From an optimization exercise on the open Yosys and OpenROAD flow, aimed at small area; shortcuts taken in it are not production practice. At most, simulation tests tie the RTL to the original design; equivalence was not proved. For run 1, only the layout was checked, not whether the RTL still works. In every run shown here, the design's own scripts or RTL, not TritonCTS, make the clock network. The clock port is modelled as an ideal driver, which makes a skipped or thinned clock tree look cheaper than it is; a real chip needs a root buffer or a tree. Power and IR drop assume default switching activity.

==> flow/design.v <==
module ev1527_classifier (
    input  wire [14:0] lo_i,
    input  wire [13:0] hi_i,
    output wire        valid_o,      
    output wire        bit_o,        
    output wire        preamble_o    
);
    function automatic le15(input [14:0] a, input [14:0] b);
        integer i;
        reg r;
        begin
            r = 1'b1;
            for (i = 0; i < 15; i = i + 1)
                r = (~a[i] & b[i]) | (~a[i] & r) | (b[i] & r);
            le15 = r;
        end
    endfunction
    function automatic ge15n(input [14:0] na, input [14:0] b);
        integer i;
        reg s;
        begin
            s = 1'b0;
            for (i = 0; i < 15; i = i + 1)
                s = (b[i] & na[i]) | (b[i] & s) | (na[i] & s);
            ge15n = ~s;
        end
    endfunction
    function automatic le15n(input [14:0] na, input [14:0] b);
        integer i;
        reg r;
        begin
            r = 1'b1;
            for (i = 0; i < 15; i = i + 1)
                r = (na[i] & b[i]) | (na[i] & r) | (b[i] & r);
            le15n = r;
        end
    endfunction
    function automatic [14:0] add15(input [14:0] a, input [14:0] b);
        integer i;
        reg c;
        begin
            c = 1'b0;
            for (i = 0; i < 15; i = i + 1) begin
                add15[i] = a[i] ^ b[i] ^ c;
                c = (a[i] & b[i]) | (a[i] & c) | (b[i] & c);
            end
        end
    endfunction
    wire [14:0] hi     = {1'b0, hi_i};
    wire [14:0] lo_n   = ~lo_i;
    wire lo_le_2hi = le15n(lo_n, {hi_i, 1'b0});
    assign valid_o = le15(15'd450, hi) && le15(hi, 15'd8500) &&
                     le15(15'd1350, lo_i) && le15(lo_i, 15'd25500);
    assign bit_o   = lo_le_2hi;
    wire [14:0] hi_x125 = add15(hi, {3'b000, hi_i[13:2]});
    assign preamble_o = le15(15'd9600, hi) && le15(hi, 15'd16000) &&
                        ge15n(lo_n, hi_x125) && lo_le_2hi;
endmodule
module ev1527_decoder (
    input  wire        clk,
    input  wire        rst,         
    input  wire        line_i,      
    input  wire        tick_i,      
    input  wire        rearm_i,     
    input  wire        disable_i,   
    input  wire        clrdet_i,    
    output wire [19:0] address_o,
    output wire [3:0]  key_o,
    output wire        detected_o,
    output wire        enabled_o
);
    reg        line_q;
    reg        enabled;
    reg        exp_fall;
    reg [14:0] count;
    reg [13:0] hi;
    reg        preamble_found;
    reg [4:0]  bit_index;
    reg [22:0] acc;
    reg [19:0] address;
    reg [3:0]  key;
    reg        detected;
    wire edge_hit = exp_fall ? (~line_i & line_q) : (line_i & ~line_q);
    wire notify   = enabled & edge_hit & ~rearm_i & ~disable_i;
    wire n_fall   = notify & exp_fall;     
    wire n_rise   = notify & ~exp_fall;    
    wire        big  = ~preamble_found & exp_fall;
    wire [14:0] step = {10'd0, big, 1'b0, big, preamble_found & ~exp_fall,
                        ~big};
    reg  [14:0] count_sum;
    reg         carry;
    reg         count_c14;    
    integer i;
    always @(*) begin
        carry = 1'b0;
        count_c14 = 1'b0;
        for (i = 0; i < 15; i = i + 1) begin
            if (i == 14)
                count_c14 = carry;
            count_sum[i] = count[i] ^ step[i] ^ carry;
            carry        = (count[i] & step[i]) | (count[i] & carry) |
                           (step[i] & carry);
        end
    end
    wire count_sat = exp_fall ? count_c14 : carry;
    wire valid, bit_value, is_preamble;
    ev1527_classifier u_classifier (
        .lo_i      (count),
        .hi_i      (hi),
        .valid_o   (valid),
        .bit_o     (bit_value),
        .preamble_o(is_preamble)
    );
    wire take_bit = n_rise & preamble_found & valid;
    wire last_bit = (bit_index == 5'd14);
    wire complete = take_bit & last_bit;
    always @(posedge clk) begin
        line_q <= line_i;
        if (notify)
            count <= 15'd0;
        else if (enabled && tick_i && !count_sat)
            count <= count_sum;
        if (n_fall)
            hi[12:0] <= count[12:0];
        if (n_fall)
            hi[13] <= count[13];
        else if (notify || rearm_i)
            hi[13] <= 1'b0;
        if (rearm_i)
            exp_fall <= 1'b0;
        else if (notify)
            exp_fall <= ~exp_fall & (~preamble_found | valid);
        if (rearm_i)
            preamble_found <= 1'b0;
        else if (n_rise)
            preamble_found <= preamble_found ? valid : is_preamble;
        if (!preamble_found)
            bit_index <= 5'd1;
        else if (take_bit)
            bit_index <= {bit_index[3:0], bit_index[4] ^ bit_index[2]};
        if (take_bit)
            acc <= {acc[21:0], bit_value};
        if (complete) begin
            address <= acc[22:3];
            key     <= {acc[2:0], bit_value};
        end
        if (rst)
            enabled <= 1'b0;
        else if (disable_i)
            enabled <= 1'b0;
        else if (rearm_i)
            enabled <= 1'b1;
        else if (complete)
            enabled <= 1'b0;
        if (rst)
            detected <= 1'b0;
        else if (complete)
            detected <= 1'b1;
        else if (clrdet_i)
            detected <= 1'b0;
    end
    assign address_o  = address;
    assign key_o      = key;
    assign detected_o = detected;
    assign enabled_o  = enabled;
endmodule
==> flow/flow/run.sh <==
#!/bin/bash
# Own layout flow: the standard flow (standard.sh) with these changes.
#  - Synthesis is the standard flow's own script (synth_recipe.tcl), except that the ABC
#    mapping step uses an area-oriented script (flow/area.abc): the same
#    registers, cell types and names, only the logic between them is mapped
#    differently.
#  - Ports are buffered with buf_1 instead of the resizer's default pick.
#  - CTS does not insert dummy loads.
# Each tool's log is in orfs/logs/; make's output is in flow_make.log.
set -euo pipefail
W=$(pwd)
cat > "$W/flow_synth.tcl" <<EOF
proc abc {args} {
  set i [lsearch -exact \$args -script]
  if {\$i >= 0} { lset args [expr {\$i + 1}] $W/flow/area.abc }
  yosys abc {*}\$args
}
source $W/synth_recipe.tcl
EOF
export BUFFER_PORTS_ARGS="-buffer_cell sky130_fd_sc_hd__buf_1"
export PRE_CTS_TCL="$W/flow/cts_hook.tcl"
export CLK_GROUPS=6
export CLK_LEAF_CELL=sky130_fd_sc_hd__clkbuf_8
export CLK_ROOT_CELL=sky130_fd_sc_hd__clkbuf_8
bash standard.sh SYNTH_SCRIPT="$W/flow_synth.tcl" finish > flow_make.log 2>&1
==> flow/flow/area.abc <==
&get -n
&st
&dch
&nf -R 1000
&put
topo
==> flow/flow/cts_hook.tcl <==
# Clock distribution without CTS's H-tree: the registers are split into
# CLK_GROUPS groups by position, each driven by one CLK_LEAF_CELL placed at
# the group's centre, and a CLK_ROOT_CELL drives the leaf buffers.
proc flow_build_clock {} {
  set block [ord::get_db_block]
  set dbu [$block getDbUnitsPerMicron]
  set sinks {}
  foreach inst [$block getInsts] {
    if {[[$inst getMaster] isSequential]} {
      set bb [$inst getBBox]
      lappend sinks [list [$inst getName] [expr {([$bb xMin] + [$bb xMax]) / 2.0 / $dbu}] [expr {([$bb yMin] + [$bb yMax]) / 2.0 / $dbu}]]
    }
  }
  set k $::env(CLK_GROUPS)
  # k-means on register positions, seeded by sorting on x
  set sorted [lsort -real -index 1 $sinks]
  set n [llength $sorted]
  set cents {}
  for {set g 0} {$g < $k} {incr g} {
    set s [lindex $sorted [expr {int(($g + 0.5) * $n / $k)}]]
    lappend cents [list [lindex $s 1] [lindex $s 2]]
  }
  for {set it 0} {$it < 20} {incr it} {
    set groups {}
    for {set g 0} {$g < $k} {incr g} { lappend groups {} }
    foreach s $sinks {
      set best 0; set bd 1e30
      for {set g 0} {$g < $k} {incr g} {
        set c [lindex $cents $g]
        set d [expr {abs([lindex $s 1] - [lindex $c 0]) + abs([lindex $s 2] - [lindex $c 1])}]
        if {$d < $bd} { set bd $d; set best $g }
      }
      lset groups $best [concat [lindex $groups $best] [list $s]]
    }
    set cents {}
    foreach grp $groups {
      set sx 0; set sy 0
      foreach s $grp { set sx [expr {$sx + [lindex $s 1]}]; set sy [expr {$sy + [lindex $s 2]}] }
      set m [llength $grp]
      if {$m == 0} { set m 1 }
      lappend cents [list [expr {$sx / $m}] [expr {$sy / $m}]]
    }
  }
  set g 0
  foreach grp $groups c $cents {
    if {[llength $grp] == 0} { continue }
    set pins {}
    foreach s $grp { lappend pins [get_pins "[lindex $s 0]/CLK"] }
    insert_buffer -buffer_cell $::env(CLK_LEAF_CELL) -net clk -load_pins $pins \
      -location $c -buffer_name "clkbuf_leaf_$g" -net_name "clknet_leaf_$g"
    incr g
  }
  set sx 0; set sy 0
  foreach c $cents { set sx [expr {$sx + [lindex $c 0]}]; set sy [expr {$sy + [lindex $c 1]}] }
  insert_buffer -buffer_cell $::env(CLK_ROOT_CELL) -net clk \
    -location [list [expr {$sx / $k}] [expr {$sy / $k}]] -buffer_name clkbuf_root -net_name clknet_root
  foreach net [$block getNets] {
    if {[string match clk* [$net getName]]} { $net setSigType CLOCK }
  }
  set_propagated_clock [all_clocks]
}
rename clock_tree_synthesis orfs_clock_tree_synthesis
proc clock_tree_synthesis {args} { flow_build_clock }
==> flow/standard.sh <==
#!/bin/bash
# synth_recipe.tcl (not shown) runs the flow's synth.tcl, then flattens the netlist and writes it again
# the make line also repeats each setting of config.mk as NAME=value (left out here)
make -C /OpenROAD-flow-scripts/flow DESIGN_CONFIG=/design/flow/config.mk WORK_HOME=/design/flow/orfs CLKGATE_MAP_FILE= SYNTH_SCRIPT=/design/flow/synth_recipe.tcl "${@:-finish}"
==> flow/config.mk <==
export PLATFORM = sky130hd
export DESIGN_NAME = ev1527_decoder
export DESIGN_NICKNAME = ev1527_decoder
export VERILOG_FILES = /design/flow/design.v
export SDC_FILE = /design/flow/constraint.sdc
export NUM_CORES = 4
export LEC_CHECK = 0
export CAP_MARGIN = 20
export CORE_MARGIN = 2
export CORE_UTILIZATION = 40
export GPL_TIMING_DRIVEN = 0
export SLEW_MARGIN = 20
==> flow/constraint.sdc <==
create_clock -name core_clock -period 6.0 [get_ports {clk}]
set_input_delay 1.2000 -clock core_clock [delete_from_list [all_inputs] [get_ports {clk}]]
set_output_delay 1.2000 -clock core_clock [all_outputs]
set_load 0.01 [all_outputs]
==> metrics.md, run 1 <==
| Metric | Value |
|---|---|
| Synthesis-to-layout area growth | `12.0%` |
| Die X | `about 100 um` |
| Synthesis Warnings | `2` |
| Top cells by area, synth | `edfxtp_1 (49%), dfxtp_1 (13%), fa_1 (7.5%), maj3_1 (7.5%), ha_1 (5.0%)` |
| Hold slack | `0.425 ns` |
| Clk pin slew, worst setup/hold paths | `approximately 0.10 ns` |
| Worst setup path start | `hi[2]` |
| GRT Util Overall | `about an eighth` |
| First-pass GRT wire length | `just over 10 mm` |
| Register area share after synthesis | `about 62%` |
| Hold crit path type | `flip-flop to flip-flop` |
| Pleak | `1.36 nW` |
| Worst VDD drop | `0.000174 V` |
| RSZ-0062 raised after global routing | `true` |
| Fmax | `roughly 0.16 GHz` |
| Share of layout cells above drive strength 1 | `a little over an eighth` |
| Post-CTS Hold Fix Bufs | `0` |
| Starting Density | `between 40 and 50%` |
| Min cycle time layout | `approximately 6.4 ns` |
| R2R Path Start | `hi[2]` |
| Final GP Congestion | `about 0.8` |
| Most area-hungry cell type in the Yosys netlist | `edfxtp_1` |
| Final core occ | `45.8%` |
| Final nets | `approximately 350` |
| Worst R2R Setup Slack | `-0.37 ns` |
| Worst Setup EP | `preamble_found` |
| Kind of end point of the critical path | `flip-flop` |
| Final Setup Violations | `1` |
| Avg Cell Area, Syn | `roughly 14 um2` |
| Setup slack after layout | `-0.372 ns` |
| Routed WL | `between 6 and 7 mm` |
| Total Power | `1.33 mW` |
| # rows | `35` |
| Crit path DAT | `between 6 and 7 ns` |
| DRT antenna net count | `0` |
| Number of synthesized flops with an enable pin | `61` |
| Period utilisation layout | `106%` |
| Relative slew slack | `around two fifths` |
| WL met1 | `2.85 mm` |
| Total gr overflow | `0` |
| CP required | `between 6 and 7 ns` |
| Starting DRC count in detailed routing | `88` |
| Setup crit start kind | `flip-flop` |
| Filler Cells Inserted | `821` |
| Post-detail-place hpwl | `4.41 mm` |
| R2r worst-path depth | `20` |
| Vias per cell | `between 5 and 6` |
| Fraction of registers with async set/reset | `0%` |
| Met2 wire length | `approximately 2.8 mm` |
| Met3 Wirelength | `around 220 um` |
| Setup TNS | `-0.372 ns` |
| Via Count | `roughly 2200` |
| Pre-CTS setup slack | `-0.489 ns` |
| Layout Check Fails | `setup timing` |
| Synth Flop Type | `edfxtp_1` |
| Die H | `slightly above 100 um` |
| IO Count | `33` |
| Largest net degree at the start of global routing | `34` |
| DRC violations left | `0` |
| I/O Buffers | `32` |
| Initial antenna violation count | `0` |
| Routed len/inst | `14.4 um` |
| Final hold violation count | `0` |
| Top Layer Used | `met4` |
| Max-cap violations | `0` |
| Reg2Reg Capture Point | `preamble_found` |
| Synth top area share | `48.9%` |
| Synth cell types | `32` |
| Vias in the first global route | `around 2200` |
| Highest fanout seen on the critical path | `2` |
| Cell Area, Synth | `roughly 3700 um2` |
| Worst slew pin tran | `about 0.9 ns` |
| CP Class | `flip-flop to flip-flop` |
| Power density over cell area | `roughly 320 nW/um2` |
| Router iterations before antenna repair | `4` |
| Later-pin clock latency in the skew report | `approximately 0.35 ns` |
| Cells after synthesis | `roughly 260` |
| Max-slew violation count | `0` |
| N_diodes | `0` |
| Status | `complete, but fails checks` |
| Core area | `slightly above 9000 um2` |
| Max Clock Skew | `0.0225 ns` |
| #FFs+latches synth | `86` |
| Die area | `between 10000 and 15000 um2` |
| Post-Syn Nets | `300` |
-- layer usage --
layer / vias up / global-route usage (%)
met5: - / 0
met4: 0 / 2.42
met3: 12 / 1.18
met2: 40 / 20.0
met1: 1066 / 18.0
li1: 1077 / -
-- kinds of logic (layout without fill, tap and decap cells) --
| logic type | count (synthesis) | in the layout | synth area share [%] |
|---|---|---|---|
| multiplexers | 2 | 2 | 0.535 |
| flip-flops | 86 | 86 | 62.3 |
| AND/OR/NAND/NOR | 57 | 57 | 7.66 |
| AO/OA/AOI/OAI | 41 | 41 | 7.26 |
| XOR/XNOR | 1 | 1 | 0.234 |
| adder cells (fa/ha/maj) | 57 | 57 | 20.0 |
| buffers and inverters | 20 | 64 | 2.01 |
-- placed cells by master (no fill, tap or decap), drive strengths merged, types with 7 or more instances in the layout --
cell    count
o21ai       8
edfxtp     61
nor2       20
ha         15
nand2       8
a21oi       7
clkbuf      7
buf        37
maj3       28
dfxtp      25
a211oi     15
clkinv     20
fa         14
-- worst max-delay path: stages (launching register included) --
cell	delay (ns)
edfxtp_1	0.42
ha_2	0.21
fa_2	0.34
fa_2	0.34
fa_2	0.36
fa_2	0.36
fa_2	0.35
fa_2	0.35
fa_2	0.35
fa_2	0.35
fa_2	0.35
fa_2	0.34
fa_1	0.43
maj3_2	0.31
maj3_2	0.31
maj3_2	0.31
maj3_2	0.32
nor2_2	0.10
nand2_1	0.09
o31ai_1	0.18
nor2b_1	0.15
-- per-stage QoR --
| step | cell area, um2 | std cells |
|---|---|---|
| floorplan | 3780 | 264 |
| CTS | 4150 | 416 |
| global placement | 4040 | 407 |
| global route | 4190 | 419 |
| detailed placement | 4040 | 407 |
| finish | 4190 | 419 |
-- Yosys cell counts, drive strengths merged, types with 3 or more instances --
library cell and number:
a211oi 15, a21oi 7, clkinv 20, dfxtp 25, edfxtp 61, fa 14
ha 15, maj3 28, nand2 8, nand2b 3, nand3 4, nor2 20
nor2b 5, nor3 5, o211ai 3, o21ai 8
-- cell type report, without the clock buffers --
type / instances / area, um2 / area share, %
Sequential cell: 86 / 2330 / 55.7
Tap cell: 111 / 139 / 3.31
Timing Repair Buffer: 37 / 158 / 3.76
Multi-Input combinational cell: 158 / 1390 / 33.1
Inverter: 20 / 76.3 / 1.82
-- what timing repair did --
action                                  CTS  global route
pin swaps                                 0             2
setup buffers                             2             3
endpoints found under the setup margin    3             3
gates resized for setup                   2             8
-- power breakdown --
part | total, mW | switching, mW | internal [mW]
Combinational | 0.300 | 0.156 | 0.144
Sequential | 0.761 | 0.0636 | 0.697
Clock | 0.268 | 0.163 | 0.105
-- state kept, by name, summed over array words and instances, names as in the netlist --
name / count
enabled: 1
preamble_found: 1
line_q: 1
key: 4
detected: 1
bit_index: 5
address: 20
acc: 23
count: 15
hi: 14
exp_fall: 1
-- how the worst min path moves through the flow --
stage | cells after the start | slack [ns] | end | from
6_report | 0 | 0.43 | address[19] | acc[22]
3_5_place_dp | 0 | 0.40 | address[19] | acc[22]
3_3_place_gp | 0 | 0.40 | address[19] | acc[22]
5_1_grt | 0 | 0.44 | address[19] | acc[22]
4_1_cts | 0 | 0.43 | address[19] | acc[22]
2_1_floorplan | 0 | 0.40 | address[19] | acc[22]
==> inputs of run 2 (changes only) <==
--- a/flow/design.v
+++ b/flow/design.v
@@ -16,24 +16,4 @@
         end
     endfunction
-    function automatic ge15n(input [14:0] na, input [14:0] b);
-        integer i;
-        reg s;
-        begin
-            s = 1'b0;
-            for (i = 0; i < 15; i = i + 1)
-                s = (b[i] & na[i]) | (b[i] & s) | (na[i] & s);
-            ge15n = ~s;
-        end
-    endfunction
-    function automatic le15n(input [14:0] na, input [14:0] b);
-        integer i;
-        reg r;
-        begin
-            r = 1'b1;
-            for (i = 0; i < 15; i = i + 1)
-                r = (na[i] & b[i]) | (na[i] & r) | (b[i] & r);
-            le15n = r;
-        end
-    endfunction
     function automatic [14:0] add15(input [14:0] a, input [14:0] b);
         integer i;
@@ -47,7 +27,6 @@
         end
     endfunction
-    wire [14:0] hi     = {1'b0, hi_i};
-    wire [14:0] lo_n   = ~lo_i;
-    wire lo_le_2hi = le15n(lo_n, {hi_i, 1'b0});
+    wire [14:0] hi = {1'b0, hi_i};
+    wire lo_le_2hi = le15(lo_i, {hi_i, 1'b0});
     assign valid_o = le15(15'd450, hi) && le15(hi, 15'd8500) &&
                      le15(15'd1350, lo_i) && le15(lo_i, 15'd25500);
@@ -55,5 +34,5 @@
     wire [14:0] hi_x125 = add15(hi, {3'b000, hi_i[13:2]});
     assign preamble_o = le15(15'd9600, hi) && le15(hi, 15'd16000) &&
-                        ge15n(lo_n, hi_x125) && lo_le_2hi;
+                        le15(hi_x125, lo_i) && lo_le_2hi;
 endmodule
 module ev1527_decoder (
--- a/flow/flow/run.sh
+++ b/flow/flow/run.sh
@@ -6,5 +6,7 @@
 #    differently.
 #  - Ports are buffered with buf_1 instead of the resizer's default pick.
-#  - CTS does not insert dummy loads.
+#  - CTS is replaced by a two-level clock buffer tree (flow/cts_hook.tcl):
+#    the registers are split into CLK_GROUPS groups by position, each
+#    driven by a clkbuf_8 at its centre; one clkbuf_8 drives those.
 # Each tool's log is in orfs/logs/; make's output is in flow_make.log.
 set -euo pipefail
==> run 2 against run 1 <==
The run now finishes clean; routed wire length is 11% higher; synthesized area rose by 0.40%; final cell count up 3.8%; sequential share of layout area fell by 0.12 points; critical path type unchanged; largest cell class unchanged; largest power group unchanged.
==> metrics.md, run 2 <==
| Metric | Value |
|---|---|
| Total gr overflow | `0 (unchanged)` |
| Pleak | `1.36 nW (about the same)` |
| Worst Hold End | `address[19] (unchanged)` |
| Power density over cell area | `313 nW/um2 (was 317 nW/um2)` |
| DRC violations left | `0 (unchanged)` |
| Min cycle time layout | `5.80 ns (was 6.37 ns)` |
| Placed cell count | `425 (was 407)` |
| Total Power | `1.32 mW (was 1.33 mW)` |
| Final hold violation count | `0 (unchanged)` |
| Max Clock Skew | `0.0201 ns (was 0.0225 ns)` |
| Most frequent cells in the layout | `edfxtp_1 (61), clkinv_1 (32), buf_1 (32), dfxtp_1 (23), nor2_1 (18) (was edfxtp_1 (61), buf_1 (32), dfxtp_1 (23), clkinv_1 (19), nor2_1 (19))` |
| Top cells by area, synth | `edfxtp_1 (49%), dfxtp_1 (13%), fa_1 (7.5%), ha_1 (5.0%), maj3_1 (3.7%) (was edfxtp_1 (49%), dfxtp_1 (13%), fa_1 (7.5%), maj3_1 (7.5%), ha_1 (5.0%))` |
| Hold slack | `0.427 ns (was 0.425 ns)` |
| Hold crit path type | `flip-flop to flip-flop (unchanged)` |
| Vias in the first global route | `2198 (was 2150)` |
| Clk pin slew, worst setup/hold paths | `0.10 ns (about the same)` |
| Initial antenna violation count | `0 (unchanged)` |
| Fin cells | `435 (was 419)` |
| Reg2Reg Capture Point | `preamble_found (unchanged)` |
| Synth Flop Type | `edfxtp_1 (unchanged)` |
| Post-CTS Hold Fix Bufs | `0 (unchanged)` |
| Synth top cells by count | `edfxtp_1 (61), clkinv_1 (33), dfxtp_1 (25) (was edfxtp_1 (61), maj3_1 (28), dfxtp_1 (25))` |
| Most common cell after layout, fill and taps aside | `edfxtp_1 (unchanged)` |
| Fraction of registers with async set/reset | `0% (unchanged)` |
| Status | `timing/DRC/antenna clean (was complete, but fails checks)` |
| Cells after synthesis | `279 (was 264)` |
| Die H | `101 um (about the same)` |
| Setup crit start kind | `flip-flop (unchanged)` |
| WHS Path Cells | `0 (unchanged)` |
| Number of synthesized flops with an enable pin | `61 (unchanged)` |
| # rows | `35 (unchanged)` |
| Worst Hold Launch | `acc[22] (unchanged)` |
| Kind of end point of the critical path | `flip-flop (unchanged)` |
| Final GP Congestion | `0.774 (was 0.788)` |
| Cell Area, Synth | `3760 um2 (was 3740 um2)` |
| Synthesis-to-layout area growth | `11.9% (was 12.0%)` |
| Via Count | `2290 (was 2195)` |
| #FFs+latches synth | `86 (unchanged)` |
| Post-detail-place hpwl | `4.77 mm (was 4.41 mm)` |
| Placed Instance Area | `4050 um2 (was 4040 um2)` |
| Highest fanout seen on the critical path | `3 (was 2)` |
| Starting DRC count in detailed routing | `60 (was 88)` |
| Final std cell area, no fill | `4200 um2 (was 4190 um2)` |
| Worst VDD drop | `0.000158 V (was 0.000174 V)` |
| Routed len/inst | `15.3 um (was 14.4 um)` |
| CP required | `6.22 ns (was 6.29 ns)` |
| Max-cap violations | `0 (unchanged)` |
| Router iterations before antenna repair | `4 (unchanged)` |
| Synthesis Warnings | `2 (unchanged)` |
| Reg area | `2340 um2 (was 2330 um2)` |
| Starting Density | `40.9% (about the same)` |
| Max-slew violation count | `0 (unchanged)` |
| First-pass GRT wire length | `10.9 mm (was 10.3 mm)` |
| Synth top area share | `48.8% (was 48.9%)` |
| Largest register FFs | `23 (unchanged)` |
| Die area | `10200 um2 (was 10100 um2)` |
| Share of layout cells above drive strength 1 | `9.88% (was 13.3%)` |
| Area of the multi-input gates | `1340 um2 (was 1390 um2)` |
| R2r worst-path depth | `17 (was 20)` |
| Later-pin clock latency in the skew report | `0.36 ns (was 0.35 ns)` |
| DRT antenna net count | `0 (unchanged)` |
| Final Setup Violations | `0 (was 1)` |
| Top flop regs | `acc (23), address (20), count (15) (unchanged)` |
| Filler Cells Inserted | `862 (was 821)` |
| Core area | `9200 um2 (was 9150 um2)` |
| Reg with most FFs | `acc (unchanged)` |
| Synth cell types | `34 (was 32)` |
| I/O Buffers | `32 (unchanged)` |
| Post-Syn Nets | `315 (was 300)` |
| Relative slew slack | `45.1% (was 40.5%)` |
| Worst R2R Setup Slack | `0.20 ns (was -0.37 ns)` |
| N_diodes | `0 (unchanged)` |
| R2R Path Start | `hi[0] (was hi[2])` |
| Vias per cell | `5.26 (was 5.24)` |
| Fmax | `0.172 GHz (was 0.157 GHz)` |
| Largest net degree at the start of global routing | `33 (was 34)` |
| Die X | `101 um (about the same)` |
| IO Count | `33 (unchanged)` |
| CP Class | `flip-flop to flip-flop (unchanged)` |
| Crit path DAT | `6.02 ns (was 6.67 ns)` |
| GRT Util Overall | `13.0% (was 12.3%)` |
| Avg Cell Area, Syn | `13.5 um2 (was 14.2 um2)` |
| Most area-hungry cell type in the Yosys netlist | `edfxtp_1 (unchanged)` |
| Register area share after synthesis | `62.1% (was 62.3%)` |
| Final nets | `362 (was 346)` |
| Routed WL | `6.67 mm (was 6.02 mm)` |
| Period utilisation layout | `96.7% (was 106%)` |
| Worst slew pin tran | `0.819 ns (was 0.891 ns)` |
| Most numerous cell in the Yosys netlist | `edfxtp_1 (unchanged)` |
[run 2: worst max path at each step]
stage / startpoint / slack (ns) / to / depth (start not counted)
floorplan: hi[2] / 0.25 / preamble_found / 21
global placement: count[1] / -0.11 / preamble_found / 17
detailed placement: count[1] / -0.15 / preamble_found / 17
CTS: hi[0] / 0.01 / preamble_found / 21
global route: hi[0] / -0.02 / preamble_found / 21
finish: hi[0] / 0.20 / preamble_found / 17
[run 2: per-layer routing]
metal	track usage [%]	vias up	routed length [um]
met4	2.08	0	143
met3	1.73	14	255
met1	18.9	1100	3160
met5	0	-	0
met2	21.3	36	3100
li1	-	1140	-
[run 2: critical path: stages (launching register included)]
cell and delay (ns):
edfxtp_1 0.41, buf_4 0.16, maj3_1 0.36, maj3_2 0.32, maj3_1 0.36, maj3_1 0.36
maj3_1 0.36, maj3_1 0.37, maj3_2 0.32, maj3_1 0.36, maj3_1 0.37, maj3_2 0.32
maj3_1 0.36, maj3_2 0.32, maj3_1 0.36, maj3_2 0.35, nand4_1 0.12, a31oi_1 0.08
[run 2: report_power, final]
part / internal, mW / leakage (nW) / total (mW) / switching, mW
Clock: 0.106 / 0.0503 / 0.274 / 0.169
Combinational: 0.127 / 0.556 / 0.256 / 0.129
Sequential: 0.698 / 0.756 / 0.787 / 0.0892
Total: 0.931 / 1.36 / 1.32 / 0.387
[run 2: what timing repair did]
item                       in CTS  in global routing
pin swaps                       1                  3
setup endpoints to repair       3                  3
setup buffers                   1                  2
gates resized for setup         7                  9
cloned                          0                  0
[run 2: cell families (layout without fill, tap and decap cells)]
| group | Yosys count | in the layout | share of synthesized area [%] |
|---|---|---|---|
| DFF | 86 | 86 | 62.1 |
| buffers and inverters | 33 | 78 | 3.30 |
| AOI/OAI and AO/OA | 60 | 60 | 11.0 |
| and+or+nand+nor | 54 | 54 | 6.73 |
| adders and majority gates | 43 | 43 | 16.2 |
| muxes | 2 | 2 | 0.533 |
| xor gates and xnor gates | 1 | 1 | 0.233 |
[run 2: metrics by stage]
step                      worst slack, ns  utilization (%)  setup TNS, ns
after global placement             -0.109             43.7         -0.248
after detailed placement           -0.146             44.0         -0.315
final                               0.199             45.7              0
after floorplan                     0.246                -              0
after global routing              -0.0180             45.7        -0.0180
after CTS                          0.0122             45.3              0
[run 2: cell type report, without the clock buffers]
class                           instances  share of cell area, %
Sequential cell                        86                   55.6
Multi-Input combinational cell        160                   31.9
Timing Repair Buffer                   38                   3.90
Tap cell                              111                   3.30
Inverter                               33                   2.98
==> inputs of run 3 (changes only) <==
--- a/flow/design.v
+++ b/flow/design.v
@@ -54,6 +54,6 @@
     reg [14:0] count;
     reg [13:0] hi;
-    reg        preamble_found;
     reg [4:0]  bit_index;
+    wire       preamble_found = |bit_index;
     reg [22:0] acc;
     reg [19:0] address;
@@ -111,11 +111,13 @@
             exp_fall <= ~exp_fall & (~preamble_found | valid);
         if (rearm_i)
-            preamble_found <= 1'b0;
-        else if (n_rise)
-            preamble_found <= preamble_found ? valid : is_preamble;
-        if (!preamble_found)
-            bit_index <= 5'd1;
-        else if (take_bit)
-            bit_index <= {bit_index[3:0], bit_index[4] ^ bit_index[2]};
+            bit_index <= 5'd0;
+        else if (n_rise) begin
+            if (!preamble_found)
+                bit_index <= {4'd0, is_preamble};
+            else if (valid)
+                bit_index <= {bit_index[3:0], bit_index[4] ^ bit_index[2]};
+            else
+                bit_index <= 5'd0;
+        end
         if (take_bit)
             acc <= {acc[21:0], bit_value};
==> run 3 against run 2 <==
Die area down 0.57%; clock power down 3%; routed wire length up 0.21%; combinational power up 7%; critical path type unchanged; largest power group unchanged.
==> metrics.md, run 3 <==
| Metric | Value |
|---|---|
| Status | `timing/DRC/antenna clean (unchanged)` |
| Post-detail-place hpwl | `4.80 mm (was 4.77 mm)` |
| Most frequent cells in the layout | `edfxtp_1 (61), buf_1 (32), clkinv_1 (29), nor2_1 (25), dfxtp_1 (23) (was edfxtp_1 (61), clkinv_1 (32), buf_1 (32), dfxtp_1 (23), nor2_1 (18))` |
| Main combinational cell family by area after synthesis | `adder cells (unchanged)` |
| Power density over cell area | `312 nW/um2 (was 313 nW/um2)` |
| DRC violations left | `0 (unchanged)` |
| Logic pwr share | `20.6% (was 19.4%)` |
| Max Clock Skew | `0.0195 ns (was 0.0201 ns)` |
| Synth Flop Type | `edfxtp_1 (unchanged)` |
| Die X | `101 um (about the same)` |
| Avg Cell Area, Syn | `13.6 um2 (was 13.5 um2)` |
| Synthesis-to-layout area growth | `14.0% (was 11.9%)` |
| Routed WL | `6.68 mm (was 6.67 mm)` |
| Min cycle time layout | `5.89 ns (was 5.80 ns)` |
| Post-synthesis mux area share | `0.268% (was 0.533%)` |
| CP required | `6.26 ns (was 6.22 ns)` |
| Fmax | `0.170 GHz (was 0.172 GHz)` |
| Synth Area in XOR/XNOR | `0% (was 0.233%)` |
| Kind of end point of the critical path | `flip-flop (unchanged)` |
| Max-slew violation count | `0 (unchanged)` |
| Vias in the first global route | `2155 (was 2198)` |
| Cells after synthesis | `275 (was 279)` |
| Max-cap violations | `0 (unchanged)` |
| First-pass GRT wire length | `10.7 mm (was 10.9 mm)` |
| Router iterations before antenna repair | `4 (unchanged)` |
| Adder-cell share of the synthesized area | `16.3% (was 16.2%)` |
| Routed len/inst | `15.5 um (was 15.3 um)` |
| Clock share of power | `20.0% (was 20.8%)` |
| Period utilisation layout | `98.2% (was 96.7%)` |
| Fraction of registers with async set/reset | `0% (unchanged)` |
| Final hold violation count | `0 (unchanged)` |
| # rows | `35 (unchanged)` |
| Register area share after synthesis | `61.9% (was 62.1%)` |
| Post-synthesis compound-gate area fraction | `11.1% (was 11.0%)` |
| Vias per cell | `5.30 (was 5.26)` |
| Setup crit start kind | `flip-flop (unchanged)` |
| Seq pwr share | `59.4% (was 59.7%)` |
| Crit path DAT | `6.16 ns (was 6.02 ns)` |
| Largest register FFs | `23 (unchanged)` |
| Hold crit path type | `flip-flop to flip-flop (unchanged)` |
| Top flop regs | `acc (23), address (20), count (15) (unchanged)` |
| Final GP Congestion | `0.802 (was 0.774)` |
| Post-Syn Nets | `311 (was 315)` |
| Starting DRC count in detailed routing | `131 (was 60)` |
| Most numerous cell in the Yosys netlist | `edfxtp_1 (unchanged)` |
| I/O Buffers | `32 (unchanged)` |
| RSZ-0062 raised after global routing | `true` |
| Initial antenna violation count | `0 (unchanged)` |
| Most area-hungry cell type in the Yosys netlist | `edfxtp_1 (unchanged)` |
| Number of synthesized flops with an enable pin | `61 (unchanged)` |
| Starting Density | `40.8% (was 40.9%)` |
| N_diodes | `0 (unchanged)` |
| Core area | `9150 um2 (was 9200 um2)` |
| Later-pin clock latency in the skew report | `0.35 ns (was 0.36 ns)` |
| Cell Area, Synth | `3730 um2 (was 3760 um2)` |
| Worst slew pin tran | `0.969 ns (was 0.819 ns)` |
| CP Class | `flip-flop to flip-flop (unchanged)` |
| Final nets | `357 (was 362)` |
| Via Count | `2281 (was 2290)` |
| Filler Cells Inserted | `826 (was 862)` |
| GRT Util Overall | `12.9% (was 13.0%)` |
| Simple-Gate Fraction of Synth Area | `7.24% (was 6.73%)` |
| Pleak | `1.37 nW (was 1.36 nW)` |
| Synth top area share | `49.0% (was 48.8%)` |
| Most common cell after layout, fill and taps aside | `edfxtp_1 (unchanged)` |
| Largest net degree at the start of global routing | `31 (was 33)` |
| Top cells by area, synth | `edfxtp_1 (49%), dfxtp_1 (13%), fa_1 (7.5%), ha_1 (5.0%), maj3_1 (3.8%) (was edfxtp_1 (49%), dfxtp_1 (13%), fa_1 (7.5%), ha_1 (5.0%), maj3_1 (3.7%))` |
| Setup TNS | `0 ns (unchanged)` |
| Synthesis Warnings | `2 (unchanged)` |
| Share of layout cells above drive strength 1 | `12.5% (was 9.88%)` |
| #FFs+latches synth | `85 (was 86)` |
| Synth cell types | `40 (was 34)` |
| Total gr overflow | `0 (unchanged)` |
| Sw Pwr | `0.400 mW (was 0.387 mW)` |
| Die H | `101 um (about the same)` |
| Clk pin slew, worst setup/hold paths | `0.09 ns (was 0.10 ns)` |
| Highest fanout seen on the critical path | `2 (was 3)` |
| Reg with most FFs | `acc (unchanged)` |
| DRT antenna net count | `0 (unchanged)` |
| Relative slew slack | `35.3% (was 45.1%)` |
| Placed cell count | `420 (was 425)` |
| Die area | `10100 um2 (was 10200 um2)` |
| Synth top cells by count | `edfxtp_1 (61), clkinv_1 (32), nor2_1 (25) (was edfxtp_1 (61), clkinv_1 (33), dfxtp_1 (25))` |
| Sw Share | `30.1% (was 29.4%)` |
| Internal power | `0.927 mW (was 0.931 mW)` |
| Worst VDD drop | `0.000213 V (was 0.000158 V)` |
| Final Setup Violations | `0 (unchanged)` |
| IO Count | `33 (unchanged)` |
| Fin cells | `430 (was 435)` |
==> run 3: path summary, 6_finish.rpt <==
check / start / to / slack [ns] / cells past startpoint
hold reg to reg: acc[22] / address[19] / 0.44 / 0
hold / removal: acc[22] / address[19] / 0.44 / 0
setup reg to reg: hi[0] / bit_index[0] / 0.11 / 19
setup / recovery: hi[0] / bit_index[0] / 0.11 / 19
==> run 3: repair_timing <==
item	CTS	global route
endpoints found under the hold margin	0	0
setup endpoints to repair	18	18
resized for setup	13	17
pin swaps	4	4
hold buffers	0	0
gates cloned	0	0
buffers inserted	3	0
==> run 3: power by group through the flow <==
stage | Sequential [mW] | Combinational, mW | Clock (mW)
2_1_floorplan | 0.764 | 0.207 | 0
3_3_place_gp | 0.795 | 0.252 | 0
3_5_place_dp | 0.799 | 0.258 | 0
4_1_cts | 0.786 | 0.263 | 0.280
5_1_grt | 0.800 | 0.315 | 0.297
6_report | 0.788 | 0.273 | 0.265
==> run 3: cells by family (layout without fill, tap and decap cells) <==
group,after synthesis,count (layout)
DFF,85,85
AOI/OAI and AO/OA,59,59
adders and majority gates,43,43
buffers and inverters,32,76
and+or+nand+nor,55,55
muxes,1,1
==> run 3: metrics by stage <==
step	power [mW]	worst slack [ns]	area [um2]	hold WS (ns)	util [%]
6_report	1.33	0.107	4260	0.445	46.5
3_5_place_dp	1.06	-0.589	4030	0.430	44.0
3_3_place_gp	1.05	-0.498	3990	0.407	43.6
4_1_cts	1.33	0.00528	4190	0.452	45.7
5_1_grt	1.41	-0.0261	4260	0.462	46.5
2_1_floorplan	0.971	0.116	3730	0.400	-
==> run 3: final cells by class, without the clock buffers <==
cell class | count | area, um2 | area share [%]
tap | 111 | 139 | 3.26
sequential | 85 | 2310 | 54.3
multi-input combinational | 158 | 1420 | 33.2
timing repair buffer | 37 | 173 | 4.06
inverter | 32 | 121 | 2.85
==> run 3: metal layers <==
| metal | global-route usage, % | vias to the layer above | part of all wire (%) | routed length [um] |
|---|---|---|---|---|
| met5 | 0 | - | 0 | 0 |
| met4 | 1.58 | 0 | 1.1 | 76 |
| met3 | 1.66 | 8 | 4.1 | 272 |
| met2 | 19.8 | 37 | 45 | 2980 |
| met1 | 20.2 | 1107 | 50 | 3350 |
| li1 | - | 1129 | - | - |
==> run 3: worst max-delay path, cell delays in order, from the launching register on <==
cell and delay, ns:
edfxtp_1 0.43, ha_2 0.20, inv_2 0.04, fa_2 0.33, fa_2 0.35, fa_2 0.35, fa_2 0.35, fa_2 0.35
fa_2 0.35, fa_2 0.35, fa_2 0.35, fa_2 0.35, fa_2 0.35, fa_2 0.34, inv_2 0.07, ha_4 0.20
a2bb2oi_2 0.13, a222oi_1 0.50, o2111ai_4 0.19, a311oi_2 0.26
==> inputs of run 4 (changes only) <==
--- a/flow/flow/run.sh
+++ b/flow/flow/run.sh
@@ -7,6 +7,6 @@
 #  - Ports are buffered with buf_1 instead of the resizer's default pick.
 #  - CTS is replaced by a two-level clock buffer tree (flow/cts_hook.tcl):
-#    the registers are split into CLK_GROUPS groups by position, each
-#    driven by a clkbuf_8 at its centre; one clkbuf_8 drives those.
+#    the registers are split into CLK_GROUPS equal groups by position, each
+#    driven by a clkbuf_8 at its centre; one clkbuf_2 drives those.
 # Each tool's log is in orfs/logs/; make's output is in flow_make.log.
 set -euo pipefail
@@ -22,6 +22,6 @@
 export BUFFER_PORTS_ARGS="-buffer_cell sky130_fd_sc_hd__buf_1"
 export PRE_CTS_TCL="$W/flow/cts_hook.tcl"
-export CLK_GROUPS=6
+export CLK_GROUPS=5
 export CLK_LEAF_CELL=sky130_fd_sc_hd__clkbuf_8
-export CLK_ROOT_CELL=sky130_fd_sc_hd__clkbuf_8
+export CLK_ROOT_CELL=sky130_fd_sc_hd__clkbuf_2
 bash standard.sh SYNTH_SCRIPT="$W/flow_synth.tcl" finish > flow_make.log 2>&1
==> flow/flow/cts_hook.tcl (replaced) <==
# Clock distribution without CTS's H-tree: the registers are split into
# CLK_GROUPS groups of near-equal size by recursive bisection of their
# positions; each group is driven by one CLK_LEAF_CELL placed at the group's
# centre, and one CLK_ROOT_CELL, fed by the clock port, drives the leaf
# buffers. ORFS's CTS step then legalises and repairs timing as usual.

proc flow_split_sinks {sinks k} {
  if {$k <= 1} { return [list $sinks] }
  set xs {}
  set ys {}
  foreach s $sinks { lappend xs [lindex $s 1]; lappend ys [lindex $s 2] }
  set xs [lsort -real $xs]
  set ys [lsort -real $ys]
  set dx [expr {[lindex $xs end] - [lindex $xs 0]}]
  set dy [expr {[lindex $ys end] - [lindex $ys 0]}]
  set idx [expr {$dx >= $dy ? 1 : 2}]
  set sorted [lsort -real -index $idx $sinks]
  set k1 [expr {$k / 2}]
  set n1 [expr {int(round(double([llength $sorted]) * $k1 / $k))}]
  return [concat \
    [flow_split_sinks [lrange $sorted 0 [expr {$n1 - 1}]] $k1] \
    [flow_split_sinks [lrange $sorted $n1 end] [expr {$k - $k1}]]]
}

proc flow_build_clock {} {
  set block [ord::get_db_block]
  set dbu [$block getDbUnitsPerMicron]
  set sinks {}
  foreach inst [$block getInsts] {
    if {[[$inst getMaster] isSequential]} {
      set bb [$inst getBBox]
      lappend sinks [list [$inst getName] \
        [expr {([$bb xMin] + [$bb xMax]) / 2.0 / $dbu}] \
        [expr {([$bb yMin] + [$bb yMax]) / 2.0 / $dbu}]]
    }
  }
  set groups [flow_split_sinks $sinks $::env(CLK_GROUPS)]
  set g 0
  set cx 0
  set cy 0
  foreach grp $groups {
    set sx 0
    set sy 0
    set pins {}
    foreach s $grp {
      set sx [expr {$sx + [lindex $s 1]}]
      set sy [expr {$sy + [lindex $s 2]}]
      lappend pins [get_pins "[lindex $s 0]/CLK"]
    }
    set m [llength $grp]
    set x [expr {$sx / $m}]
    set y [expr {$sy / $m}]
    set cx [expr {$cx + $x}]
    set cy [expr {$cy + $y}]
    insert_buffer -buffer_cell $::env(CLK_LEAF_CELL) -net clk -load_pins $pins \
      -location [list $x $y] -buffer_name "clkbuf_leaf_$g" -net_name "clknet_leaf_$g"
    incr g
  }
  insert_buffer -buffer_cell $::env(CLK_ROOT_CELL) -net clk \
    -location [list [expr {$cx / $g}] [expr {$cy / $g}]] \
    -buffer_name clkbuf_root -net_name clknet_root
  foreach net [$block getNets] {
    if {[string match clk* [$net getName]]} { $net setSigType CLOCK }
  }
  set_propagated_clock [all_clocks]
}

rename clock_tree_synthesis orfs_clock_tree_synthesis
proc clock_tree_synthesis {args} { flow_build_clock }
==> run 4 against run 3 <==
Still clean; first-iteration DRC count rose by 4.6%; routed wire length rose by 0.70%; die area did not move; maximum frequency rose by 0.89%; critical endpoint is now acc[0]; largest cell class unchanged; highest routed layer unchanged.
==> metrics.md, run 4 <==
| Metric | Value |
|---|---|
| Cells after synthesis | `275 (unchanged)` |
| Number of synthesized flops with an enable pin | `61 (unchanged)` |
| Most area-hungry cell type in the Yosys netlist | `edfxtp_1 (unchanged)` |
| Crit path cell chain | `buf_4 > buf_6 > maj3_2 > maj3_2 > maj3_1 > maj3_1 > maj3_1 > maj3_2 > maj3_2 > maj3_1 > maj3_1 > maj3_1 > maj3_1 > maj3_2 > maj3_1 > maj3_2 > buf_4 (was ha_2 > inv_2 > fa_2 > fa_2 > fa_2 > fa_2 > fa_2 > fa_2 > fa_2 > fa_2 > fa_2 > fa_2 > fa_2 > inv_2 > ha_4 > a2bb2oi_2 > a222oi_1 > o2111ai_4 > a311oi_2)` |
| Clk pin slew, worst setup/hold paths | `0.11 ns (was 0.09 ns)` |
| Worst slew pin tran | `0.934 ns (was 0.969 ns)` |
| Final Setup Violations | `0 (unchanged)` |
| Max Clock Skew | `0.0113 ns (was 0.0195 ns)` |
| Setup crit start kind | `flip-flop (unchanged)` |
| Routed len/inst | `15.6 um (was 15.5 um)` |
| Share of layout cells above drive strength 1 | `13.4% (was 12.5%)` |
| Starting DRC count in detailed routing | `137 (was 131)` |
| Crit path DAT | `6.09 ns (was 6.16 ns)` |
| Filler Cells Inserted | `825 (was 826)` |
| Synthesis Warnings | `2 (unchanged)` |
| Post-CTS Hold Fix Bufs | `0 (unchanged)` |
| CP Class | `flip-flop to flip-flop (unchanged)` |
| Max-cap violations | `0 (unchanged)` |
| Status | `timing/DRC/antenna clean (unchanged)` |
| Min cycle time layout | `5.84 ns (was 5.89 ns)` |
| Crit-path max cell delay | `0.44 ns (was 0.50 ns)` |
| Kind of end point of the critical path | `flip-flop (unchanged)` |
| Max-slew violation count | `0 (unchanged)` |
| Power density over cell area | `307 nW/um2 (was 312 nW/um2)` |
| # rows | `35 (unchanged)` |
| Fraction of registers with async set/reset | `0% (unchanged)` |
| N_diodes | `0 (unchanged)` |
| Relative slew slack | `37.7% (was 35.3%)` |
| Vias in the first global route | `2166 (was 2155)` |
| Pleak | `1.38 nW (was 1.37 nW)` |
| Post-Syn Nets | `311 (unchanged)` |
| Initial antenna violation count | `0 (unchanged)` |
| Crit-path most repeated cell | `maj3_1 (was fa_2)` |
| Via Count | `2272 (was 2281)` |
| Die X | `101 um (unchanged)` |
| Largest register FFs | `23 (unchanged)` |
| Final core occ | `46.2% (was 46.5%)` |
| Most numerous cell in the Yosys netlist | `edfxtp_1 (unchanged)` |
| Period utilisation layout | `97.4% (was 98.2%)` |
| Avg Cell Area, Syn | `13.6 um2 (unchanged)` |
| Worst VDD drop | `0.000169 V (was 0.000213 V)` |
| Critical path's top delay family | `adder cells (unchanged)` |
| Placed Instance Area | `4030 um2 (unchanged)` |
| First-pass GRT wire length | `10.7 mm (about the same)` |
| Largest net degree at the start of global routing | `31 (unchanged)` |
| GRT Util Overall | `13.0% (was 12.9%)` |
| #FFs+latches synth | `85 (unchanged)` |
| Synth Flop Type | `edfxtp_1 (unchanged)` |
| Die H | `101 um (unchanged)` |
| Routed WL | `6.73 mm (was 6.68 mm)` |
| Highest fanout seen on the critical path | `2 (unchanged)` |
| Synthesis-to-layout area growth | `13.2% (was 14.0%)` |
| Die area | `10100 um2 (unchanged)` |
| Starting Density | `40.8% (unchanged)` |
| Core area | `9150 um2 (unchanged)` |
| Post-detail-place hpwl | `4.80 mm (unchanged)` |
| Synth top cells by count | `edfxtp_1 (61), clkinv_1 (32), nor2_1 (25) (unchanged)` |
| Hold crit path type | `flip-flop to flip-flop (unchanged)` |
| I/O Buffers | `32 (unchanged)` |
| Later-pin clock latency in the skew report | `0.48 ns (was 0.35 ns)` |
| Synth top area share | `49.0% (unchanged)` |
| Fmax | `0.171 GHz (was 0.170 GHz)` |
| Final hold violation count | `0 (unchanged)` |
| Total gr overflow | `0 (unchanged)` |
| IO Count | `33 (unchanged)` |
| CP max-delay cell | `edfxtp_1 (was a222oi_1)` |
| Register area share after synthesis | `61.9% (unchanged)` |
| DRC violations left | `0 (unchanged)` |
| Final GP Congestion | `0.802 (unchanged)` |
| Router iterations before antenna repair | `5 (was 4)` |
| Final nets | `358 (was 357)` |
| Most frequent cells in the layout | `edfxtp_1 (61), buf_1 (32), clkinv_1 (27), nor2_1 (25), dfxtp_1 (23) (was edfxtp_1 (61), buf_1 (32), clkinv_1 (29), nor2_1 (25), dfxtp_1 (23))` |
| Top flop regs | `acc (23), address (20), count (15) (unchanged)` |
| Hold slack | `0.450 ns (was 0.445 ns)` |
| Cell Area, Synth | `3730 um2 (unchanged)` |
| Most common cell after layout, fill and taps aside | `edfxtp_1 (unchanged)` |
| Reg with most FFs | `acc (unchanged)` |
| CP required | `6.24 ns (was 6.26 ns)` |
| Buffers plus inverters on the worst setup path | `3 (was 2)` |
| DRT antenna net count | `0 (unchanged)` |
| Final std cell area, no fill | `4230 um2 (was 4260 um2)` |
| Vias per cell | `5.27 (was 5.30)` |
| Synth cell types | `40 (unchanged)` |
| Top cells by area, synth | `edfxtp_1 (49%), dfxtp_1 (13%), fa_1 (7.5%), ha_1 (5.0%), maj3_1 (3.8%) (unchanged)` |
[run 4: cell counts after synthesis]
No cell type changed its count.
[run 4: worst paths after layout]
path / startpoint / end / slack [ns] / cells past startpoint
max reg2reg: hi[0] / acc[0] / 0.16 / 17
min: acc[22] / address[19] / 0.45 / 0
max: hi[0] / acc[0] / 0.16 / 17
min reg2reg: acc[22] / address[19] / 0.45 / 0
[run 4: cell families (layout without fill, tap and decap cells)]
logic type | Yosys count | count (layout) | share of synthesized area, %
AOI/OAI and AO/OA | 59 | 59 | 11.1
buffers and inverters | 32 | 77 | 3.22
muxes | 1 | 1 | 0.268
and+or+nand+nor | 55 | 55 | 7.24
DFF | 85 | 85 | 61.9
adders and majority gates | 43 | 43 | 16.3
[run 4: layout make-up, without the clock buffers]
type / instances / area [um2] / area share (%)
repair buffers: 39 / 188 / 4.44
flip-flops and latches: 85 / 2310 / 54.7
inverters: 32 / 121 / 2.87
multi-input cells: 158 / 1390 / 33.0
well taps: 111 / 139 / 3.28
[run 4: per-stage QoR]
stage | power [mW] | setup TNS [ns] | setup slack [ns] | std cells
global route | 1.38 | -0.00663 | -0.00663 | 431
floorplan | 0.971 | 0 | 0.116 | 275
detailed placement | 1.06 | -8.43 | -0.589 | 420
CTS | 1.30 | 0 | 0.0155 | 429
finish | 1.30 | 0 | 0.159 | 431
global placement | 1.05 | -7.54 | -0.498 | 418
[run 4: what timing repair did]
| action | 4_1_cts | 5_1_grt |
|---|---|---|
| pin swaps | 4 | 5 |
| endpoints found under the setup margin | 18 | 18 |
| resized for setup | 15 | 16 |
| setup buffers | 3 | 2 |
[run 4: worst register-to-register path, stage by stage, from the launching register on]
cell      delay, ns
edfxtp_1       0.44
buf_4          0.16
buf_6          0.11
maj3_2         0.32
maj3_2         0.31
maj3_1         0.36
maj3_1         0.36
maj3_1         0.36
maj3_2         0.32
maj3_2         0.31
maj3_1         0.36
maj3_1         0.36
maj3_1         0.36
maj3_1         0.36
maj3_2         0.32
maj3_1         0.35
maj3_2         0.32
buf_4          0.14
[run 4: power breakdown]
group / leakage, nW / switching (mW) / internal (mW) / total [mW]
Clock: 0.0401 / 0.160 / 0.0785 / 0.239
Sequential: 0.747 / 0.0968 / 0.689 / 0.786
Combinational: 0.590 / 0.138 / 0.135 / 0.272
Total: 1.38 / 0.394 / 0.902 / 1.30
[run 4: layer usage]
layer | GRT usage [%] | vias up | wire length (um)
li1 | - | 1128 | -
met1 | 20.3 | 1091 | 3330
met2 | 20.1 | 47 | 3010
met3 | 1.32 | 6 | 311
met4 | 1.90 | 0 | 77
met5 | 0 | - | 0
==> inputs of run 5 (changes only) <==
==> flow/flow/area.abc (replaced) <==
&get -n
&st
&dch
&nf -R 100 -E 100 -F 8 -A 8
&put
topo
==> run 5 against run 4 <==
Still clean; final cell count up 1.6%; sequential share of layout area up 0.74 points; worst hold slack worse by 0.0064 ns; synthesized area down 0.40%; via count up 4.0%; setup slack better by 0.12 ns; utilization down 0.42 points.
==> metrics.md, run 5 <==
| Metric | Value |
|---|---|
| Synth Flop Type | `edfxtp_1 (unchanged)` |
| Most common cell after layout, fill and taps aside | `edfxtp_1 (unchanged)` |
| #FFs+latches synth | `85 (unchanged)` |
| First-pass GRT wire length | `11.4 mm (was 10.7 mm)` |
| DRC violations left | `0 (unchanged)` |
| Critical path's top delay family | `adder cells (unchanged)` |
| R2R Path Start | `hi[3] (was hi[0])` |
| Crit path DAT | `6.11 ns (was 6.09 ns)` |
| Top cells by area, synth | `edfxtp_1 (49%), dfxtp_1 (13%), fa_1 (7.5%), ha_1 (5.0%), clkinv_1 (3.3%) (was edfxtp_1 (49%), dfxtp_1 (13%), fa_1 (7.5%), ha_1 (5.0%), maj3_1 (3.8%))` |
| Worst VDD drop | `0.000195 V (was 0.000169 V)` |
| Worst slew pin tran | `1.01 ns (was 0.934 ns)` |
| Die X | `100 um (was 101 um)` |
| Largest net degree at the start of global routing | `30 (was 31)` |
| Via Count | `2364 (was 2272)` |
| Die H | `100 um (was 101 um)` |
| Kind of end point of the critical path | `flip-flop (unchanged)` |
| Max Clock Skew | `0.0169 ns (was 0.0113 ns)` |
| Core area | `9110 um2 (was 9150 um2)` |
| GRT Util Overall | `13.7% (was 13.0%)` |
| I/O Buffers | `32 (unchanged)` |
| CP required | `6.39 ns (was 6.24 ns)` |
| # rows | `35 (unchanged)` |
| Max-cap violations | `0 (unchanged)` |
| Worst Hold Launch | `acc[22] (unchanged)` |
| Number of synthesized flops with an enable pin | `61 (unchanged)` |
| Die area | `10100 um2 (about the same)` |
| Starting DRC count in detailed routing | `183 (was 137)` |
| CP max-delay cell | `fa_2 (was edfxtp_1)` |
| Crit-path max cell delay | `0.41 ns (was 0.44 ns)` |
| Post-Syn Nets | `317 (was 311)` |
| IO Count | `33 (unchanged)` |
| Synthesis Warnings | `2 (unchanged)` |
| Cell Area, Synth | `3720 um2 (was 3730 um2)` |
| Final GP Congestion | `0.825 (was 0.802)` |
| Crit path cell chain | `clkinv_1 > fa_2 > fa_2 > fa_2 > fa_2 > fa_2 > fa_1 > fa_2 > fa_2 > fa_1 > fa_2 > fa_2 > clkinv_1 > ha_1 > ha_1 > a22oi_1 > a21o_1 > nand3_1 > a221oi_2 (was buf_4 > buf_6 > maj3_2 > maj3_2 > maj3_1 > maj3_1 > maj3_1 > maj3_2 > maj3_2 > maj3_1 > maj3_1 > maj3_1 > maj3_1 > maj3_2 > maj3_1 > maj3_2 > buf_4)` |
| Total gr overflow | `0 (unchanged)` |
| Pleak | `1.36 nW (was 1.38 nW)` |
| Final std cell area, no fill | `4170 um2 (was 4230 um2)` |
| Worst setup path start | `hi[3] (was hi[0])` |
| Later-pin clock latency in the skew report | `0.48 ns (about the same)` |
| Fmax | `0.175 GHz (was 0.171 GHz)` |
| Post-detail-place hpwl | `4.87 mm (was 4.80 mm)` |
| Hold crit path type | `flip-flop to flip-flop (unchanged)` |
| Register area share after synthesis | `62.2% (was 61.9%)` |
| Setup TNS | `0 ns (unchanged)` |
| Power density over cell area | `307 nW/um2 (about the same)` |
| Most area-hungry cell type in the Yosys netlist | `edfxtp_1 (unchanged)` |
| Buffers plus inverters on the worst setup path | `2 (was 3)` |
| RSZ-0062 raised after global routing | `false` |
| Clk pin slew, worst setup/hold paths | `0.11 ns (about the same)` |
| Status | `timing/DRC/antenna clean (unchanged)` |
| Placed Instance Area | `4020 um2 (was 4030 um2)` |
| Router iterations before antenna repair | `4 (was 5)` |
| N_diodes | `0 (unchanged)` |
| Largest register FFs | `23 (unchanged)` |
| Final nets | `365 (was 358)` |
| Period utilisation layout | `95.4% (was 97.4%)` |
| Min cycle time layout | `5.72 ns (was 5.84 ns)` |
| Relative slew slack | `32.9% (was 37.7%)` |
| Most numerous cell in the Yosys netlist | `edfxtp_1 (unchanged)` |
| Cells after synthesis | `281 (was 275)` |
| Most frequent cells in the layout | `edfxtp_1 (61), clkinv_1 (33), buf_1 (32), nor2_1 (28), dfxtp_1 (24) (was edfxtp_1 (61), buf_1 (32), clkinv_1 (27), nor2_1 (25), dfxtp_1 (23))` |
| Starting Density | `40.8% (about the same)` |
| Routed len/inst | `15.7 um (was 15.6 um)` |
| Pre-CTS setup slack | `-0.260 ns (was -0.589 ns)` |
| Top flop regs | `acc (23), address (20), count (15) (unchanged)` |
| Final Setup Violations | `0 (unchanged)` |
| Crit-path most repeated cell | `fa_2 (was maj3_1)` |
| Reg with most FFs | `acc (unchanged)` |
| Final hold violation count | `0 (unchanged)` |
| CP Class | `flip-flop to flip-flop (unchanged)` |
| Setup crit start kind | `flip-flop (unchanged)` |
| Initial antenna violation count | `0 (unchanged)` |
| DRT antenna net count | `0 (unchanged)` |
| Fraction of registers with async set/reset | `0% (unchanged)` |
| Avg Cell Area, Syn | `13.2 um2 (was 13.6 um2)` |
| Synth top cells by count | `edfxtp_1 (61), clkinv_1 (33), nor2_1 (29) (was edfxtp_1 (61), clkinv_1 (32), nor2_1 (25))` |
| Share of layout cells above drive strength 1 | `8.56% (was 13.4%)` |
| Vias per cell | `5.40 (was 5.27)` |
| Setup slack after layout | `0.279 ns (was 0.159 ns)` |
| Highest fanout seen on the critical path | `3 (was 2)` |
| Synthesis-to-layout area growth | `12.1% (was 13.2%)` |
| Max-slew violation count | `0 (unchanged)` |
| Synth cell types | `33 (was 40)` |
| Routed WL | `6.89 mm (was 6.73 mm)` |
| Vias in the first global route | `2274 (was 2166)` |
| Synth top area share | `49.2% (was 49.0%)` |
==> run 5: cell count changes after synthesis, sizes merged, moves of 2 or more <==
cell	delta
a221oi	+11
maj3	-14
o41ai	-2
nand3	+2
nor2	+4
nor2b	-2
mux2i	+2
nand2	+2
a31oi	+2
nor4	-2
a211oi	-3
a22oi	+2
nor3	+3
o22ai	+2
==> run 5: metal layers <==
layer | track usage [%] | share of wire [%] | vias to the layer above
met2 | 21.2 | 44 | 50
met5 | 0 | 0 | -
li1 | - | - | 1174
met1 | 21.1 | 50 | 1133
met3 | 2.16 | 4.8 | 7
met4 | 1.26 | 1.1 | 0
==> run 5: kinds of logic (layout without fill, tap and decap cells) <==
family	Yosys count	in the layout	share of synthesized area, %
adders and majority gates	29	29	12.6
buffers and inverters	33	79	3.33
DFF	85	85	62.2
muxes	3	3	0.807
and+or+nand+nor	60	60	7.53
AOI/OAI and AO/OA	71	71	13.6
==> run 5: where the power goes <==
group | internal [mW] | switching, mW
registers | 0.687 | 0.0979
logic | 0.118 | 0.137
clock network | 0.0786 | 0.162
==> run 5: metrics by stage <==
stage               utilization [%]  hold WS (ns)  cells  power [mW]
floorplan                         -         0.400    281       0.967
global placement               43.7         0.404    424        1.04
detailed placement             44.1         0.425    427        1.05
CTS                            45.4         0.449    437        1.29
global route                   45.8         0.456    438        1.36
finish                         45.8         0.443    438        1.28
==> run 5: final timing paths <==
kind                            slack, ns           end  cells past startpoint
worst max-delay path                 0.28  bit_index[0]                     19
worst min-delay path                 0.44   address[19]                      0
worst max register to register       0.28  bit_index[0]                     19
worst min register to register       0.44   address[19]                      0
==> run 5: cell type report, without the clock buffers <==
| cell class | instances | area [um2] |
|---|---|---|
| well taps | 111 | 139 |
| repair buffers | 40 | 184 |
| multi-input cells | 163 | 1340 |
| fillers | 850 | 4940 |
| inverters | 33 | 124 |
| flip-flops and latches | 85 | 2310 |
==> run 5: repair_timing <==
action                                  in CTS  in global routing
hold buffers                                 0                  0
endpoints found under the setup margin      16                 16
setup buffers                                4                  1
resized for setup                            4                  9
pin swaps                                    0                  1
==> inputs of run 6 (changes only) <==
==> flow/flow/area.abc (replaced) <==
&get -n
&st
&dch
&nf -R 10 -E 100 -F 8 -A 8
&put
topo
==> run 6 against run 5 <==
Worst hold slack got worse by 0.0096 ns; setup slack got worse by 0.071 ns; utilization decreased by 0.083 points; routed wire length decreased by 3.4%; critical path depth unchanged; final area decreased by 0.18%; sequential power decreased by 1%; register-to-register slack got worse by 0.07 ns; clock power decreased by 2%.
==> metrics.md, run 6 <==
| Metric | Value |
|---|---|
| Status | `timing/DRC/antenna clean (unchanged)` |
| Routed len/inst | `15.1 um (was 15.7 um)` |
| Setup crit start kind | `flip-flop (unchanged)` |
| Routed WL | `6.66 mm (was 6.89 mm)` |
| Total gr overflow | `0 (unchanged)` |
| Synth cell types | `35 (was 33)` |
| Cells after synthesis | `283 (was 281)` |
| First-pass GRT wire length | `10.8 mm (was 11.4 mm)` |
| Clk pin slew, worst setup/hold paths | `0.11 ns (about the same)` |
| Worst VDD drop | `0.000171 V (was 0.000195 V)` |
| Seq pwr share | `63.9% (was 61.3%)` |
| Most numerous cell in the Yosys netlist | `edfxtp_1 (unchanged)` |
| I/O Buffers | `32 (unchanged)` |
| Worst setup path start | `hi[0] (was hi[3])` |
| Die area | `10100 um2 (about the same)` |
| Worst slew pin tran | `0.904 ns (was 1.01 ns)` |
| RSZ-0062 raised after global routing | `false (unchanged)` |
| Top cells by area, synth | `edfxtp_1 (49%), dfxtp_1 (13%), fa_1 (7.5%), ha_1 (5.1%), clkinv_1 (3.0%) (was edfxtp_1 (49%), dfxtp_1 (13%), fa_1 (7.5%), ha_1 (5.0%), clkinv_1 (3.3%))` |
| DRT antenna net count | `0 (unchanged)` |
| Internal power | `0.857 mW (was 0.884 mW)` |
| Relative slew slack | `39.7% (was 32.9%)` |
| Largest net degree at the start of global routing | `25 (was 30)` |
| Post-Syn Nets | `319 (was 317)` |
| IO Count | `33 (unchanged)` |
| Core area | `9110 um2 (unchanged)` |
| WHS Path Cells | `0 (unchanged)` |
| Worst Hold Launch | `acc[22] (unchanged)` |
| CP Class | `flip-flop to flip-flop (unchanged)` |
| Hold crit path type | `flip-flop to flip-flop (unchanged)` |
| Synth top cells by count | `edfxtp_1 (61), clkinv_1 (30), nor2_1 (29) (was edfxtp_1 (61), clkinv_1 (33), nor2_1 (29))` |
| Synth Flop Type | `edfxtp_1 (unchanged)` |
| Fin cells | `441 (was 438)` |
| # rows | `35 (unchanged)` |
| CP required | `6.38 ns (was 6.39 ns)` |
| Top flop regs | `acc (23), address (20), count (15) (unchanged)` |
| Most common cell after layout, fill and taps aside | `edfxtp_1 (unchanged)` |
| Cell Area, Synth | `3710 um2 (was 3720 um2)` |
| Initial antenna violation count | `1 (was 0)` |
| Vias in the first global route | `2268 (was 2274)` |
| Starting DRC count in detailed routing | `176 (was 183)` |
| Synthesis Warnings | `2 (unchanged)` |
| Max Clock Skew | `0.0146 ns (was 0.0169 ns)` |
| Via Count | `2447 (was 2364)` |
| Fmax | `0.173 GHz (was 0.175 GHz)` |
| Max-cap violations | `0 (unchanged)` |
| Most frequent cells in the layout | `edfxtp_1 (61), buf_1 (32), clkinv_1 (29), nor2_1 (29), dfxtp_1 (24) (was edfxtp_1 (61), clkinv_1 (33), buf_1 (32), nor2_1 (28), dfxtp_1 (24))` |
| Number of synthesized flops with an enable pin | `61 (unchanged)` |
| Fraction of registers with async set/reset | `0% (unchanged)` |
| DRC violations left | `0 (unchanged)` |
| Reg area | `2310 um2 (unchanged)` |
| Filler Cells Inserted | `850 (unchanged)` |
| Register area share after synthesis | `62.2% (about the same)` |
| Final std cell area, no fill | `4160 um2 (was 4170 um2)` |
| Clock share of power | `19.4% (was 18.8%)` |
| Setup slack after layout | `0.208 ns (was 0.279 ns)` |
| #FFs+latches synth | `85 (unchanged)` |
| GRT Util Overall | `13.0% (was 13.7%)` |
| Placed Instance Area | `4020 um2 (about the same)` |
| R2R Path Start | `hi[0] (was hi[3])` |
| Most area-hungry cell type in the Yosys netlist | `edfxtp_1 (unchanged)` |
| Pre-CTS setup slack | `-0.221 ns (was -0.260 ns)` |
| Later-pin clock latency in the skew report | `0.46 ns (was 0.48 ns)` |
| R2r worst-path depth | `19 (unchanged)` |
| Starting Density | `40.8% (about the same)` |
| Area of the multi-input gates | `1340 um2 (about the same)` |
| Router iterations before antenna repair | `5 (was 4)` |
| Final hold violation count | `0 (unchanged)` |
| Sw Pwr | `0.354 mW (was 0.397 mW)` |
| Synthesis-to-layout area growth | `12.1% (about the same)` |
| Min cycle time layout | `5.79 ns (was 5.72 ns)` |
| Final GP Congestion | `0.867 (was 0.825)` |
| Pleak | `1.37 nW (was 1.36 nW)` |
| Vias per cell | `5.55 (was 5.40)` |
| Logic pwr share | `16.6% (was 19.9%)` |
| Period utilisation layout | `96.5% (was 95.4%)` |
| Kind of end point of the critical path | `flip-flop (unchanged)` |
| Highest fanout seen on the critical path | `2 (was 3)` |
| Power density over cell area | `291 nW/um2 (was 307 nW/um2)` |
| Crit path DAT | `6.17 ns (was 6.11 ns)` |
| Reg with most FFs | `acc (unchanged)` |
| Sw Share | `29.2% (was 31.0%)` |
| Share of layout cells above drive strength 1 | `7.60% (was 8.56%)` |
| Final nets | `367 (was 365)` |
| Avg Cell Area, Syn | `13.1 um2 (was 13.2 um2)` |
| Largest register FFs | `23 (unchanged)` |
| Placed cell count | `429 (was 427)` |
| Final Setup Violations | `0 (unchanged)` |
| Post-detail-place hpwl | `4.71 mm (was 4.87 mm)` |
| Die H | `100 um (about the same)` |
| Synth top area share | `49.3% (was 49.2%)` |
| Die X | `100 um (about the same)` |
| Max-slew violation count | `0 (unchanged)` |
==> run 6: path summary, 6_finish.rpt <==
| path | endpoint | slack (ns) |
|---|---|---|
| max | bit_index[0] | 0.21 |
| min | address[19] | 0.43 |
| max reg2reg | bit_index[0] | 0.21 |
| min reg2reg | address[19] | 0.43 |
==> run 6: cell type report, without the clock buffers <==
cell class,instances,share of cell area (%)
antenna,1,0.0601
timing repair buffer,39,4.33
inverter,30,2.74
multi-input combinational,169,32.2
sequential,85,55.5
tap,111,3.34
==> run 6: metal layers <==
layer  wire length, um  vias up  track usage (%)  part of all wire [%]
li1                  -     1181                -                     -
met1              3090     1182             18.5                    46
met2              3130       75             22.2                    47
met3               326        9             1.18                   4.9
met4               109        0             1.90                   1.6
met5                 0        -                0                     0
==> run 6: cell families after synthesis <==
| family | Yosys count | synth area share [%] |
|---|---|---|
| compound gates | 70 | 13.3 |
| fa+ha+maj | 29 | 12.6 |
| simple gates | 69 | 8.82 |
| buf+inv | 30 | 3.03 |
| flops | 85 | 62.2 |
==> run 6: repair_timing <==
action / CTS / global route
resized for setup: 5 / 5
cloned: 1 / 0
endpoints found under the setup margin: 16 / 16
pin swaps: 4 / 2
hold buffers: 0 / 0
buffers inserted: 3 / 1
==> run 6: power by group through the flow <==
stage,Combinational [mW],Clock [mW],Sequential [mW]
CTS,0.201,0.247,0.772
global placement,0.195,0,0.785
finish,0.202,0.235,0.775
floorplan,0.162,0,0.758
global route,0.237,0.266,0.789
detailed placement,0.198,0,0.785
==> run 6: stage by stage <==
| stage | TNS [ns] | utilization (%) | hold WS, ns | power [mW] |
|---|---|---|---|---|
| 6_report | 0 | 45.7 | 0.434 | 1.21 |
| 5_1_grt | 0 | 45.7 | 0.461 | 1.29 |
| 4_1_cts | 0 | 45.4 | 0.436 | 1.22 |
| 3_5_place_dp | -0.888 | 44.1 | 0.414 | 0.984 |
| 3_3_place_gp | -20.25 | 43.6 | 0.405 | 0.980 |
| 2_1_floorplan | 0 | - | 0.400 | 0.919 |
==> run 6: worst max-delay path: stages, from the launching register on <==
cell       delay (ns)
edfxtp_1         0.39
ha_1             0.16
clkinv_1         0.07
fa_2             0.35
fa_2             0.34
fa_1             0.41
fa_2             0.36
fa_2             0.35
fa_2             0.35
fa_2             0.35
fa_1             0.39
fa_2             0.36
fa_2             0.35
fa_1             0.37
clkinv_1         0.06
ha_1             0.23
a2bb2oi_1        0.13
a222oi_1         0.31
o211ai_1         0.13
a221oi_1         0.25

Check on run 6: ideal ports give 0.208 ns setup slack; a clkbuf_16 on the clock port and buf_2 on the inputs give 0.208 ns; moving port delays by the midpoint clock arrival (0.489 ns) as well gives 0.208 ns.
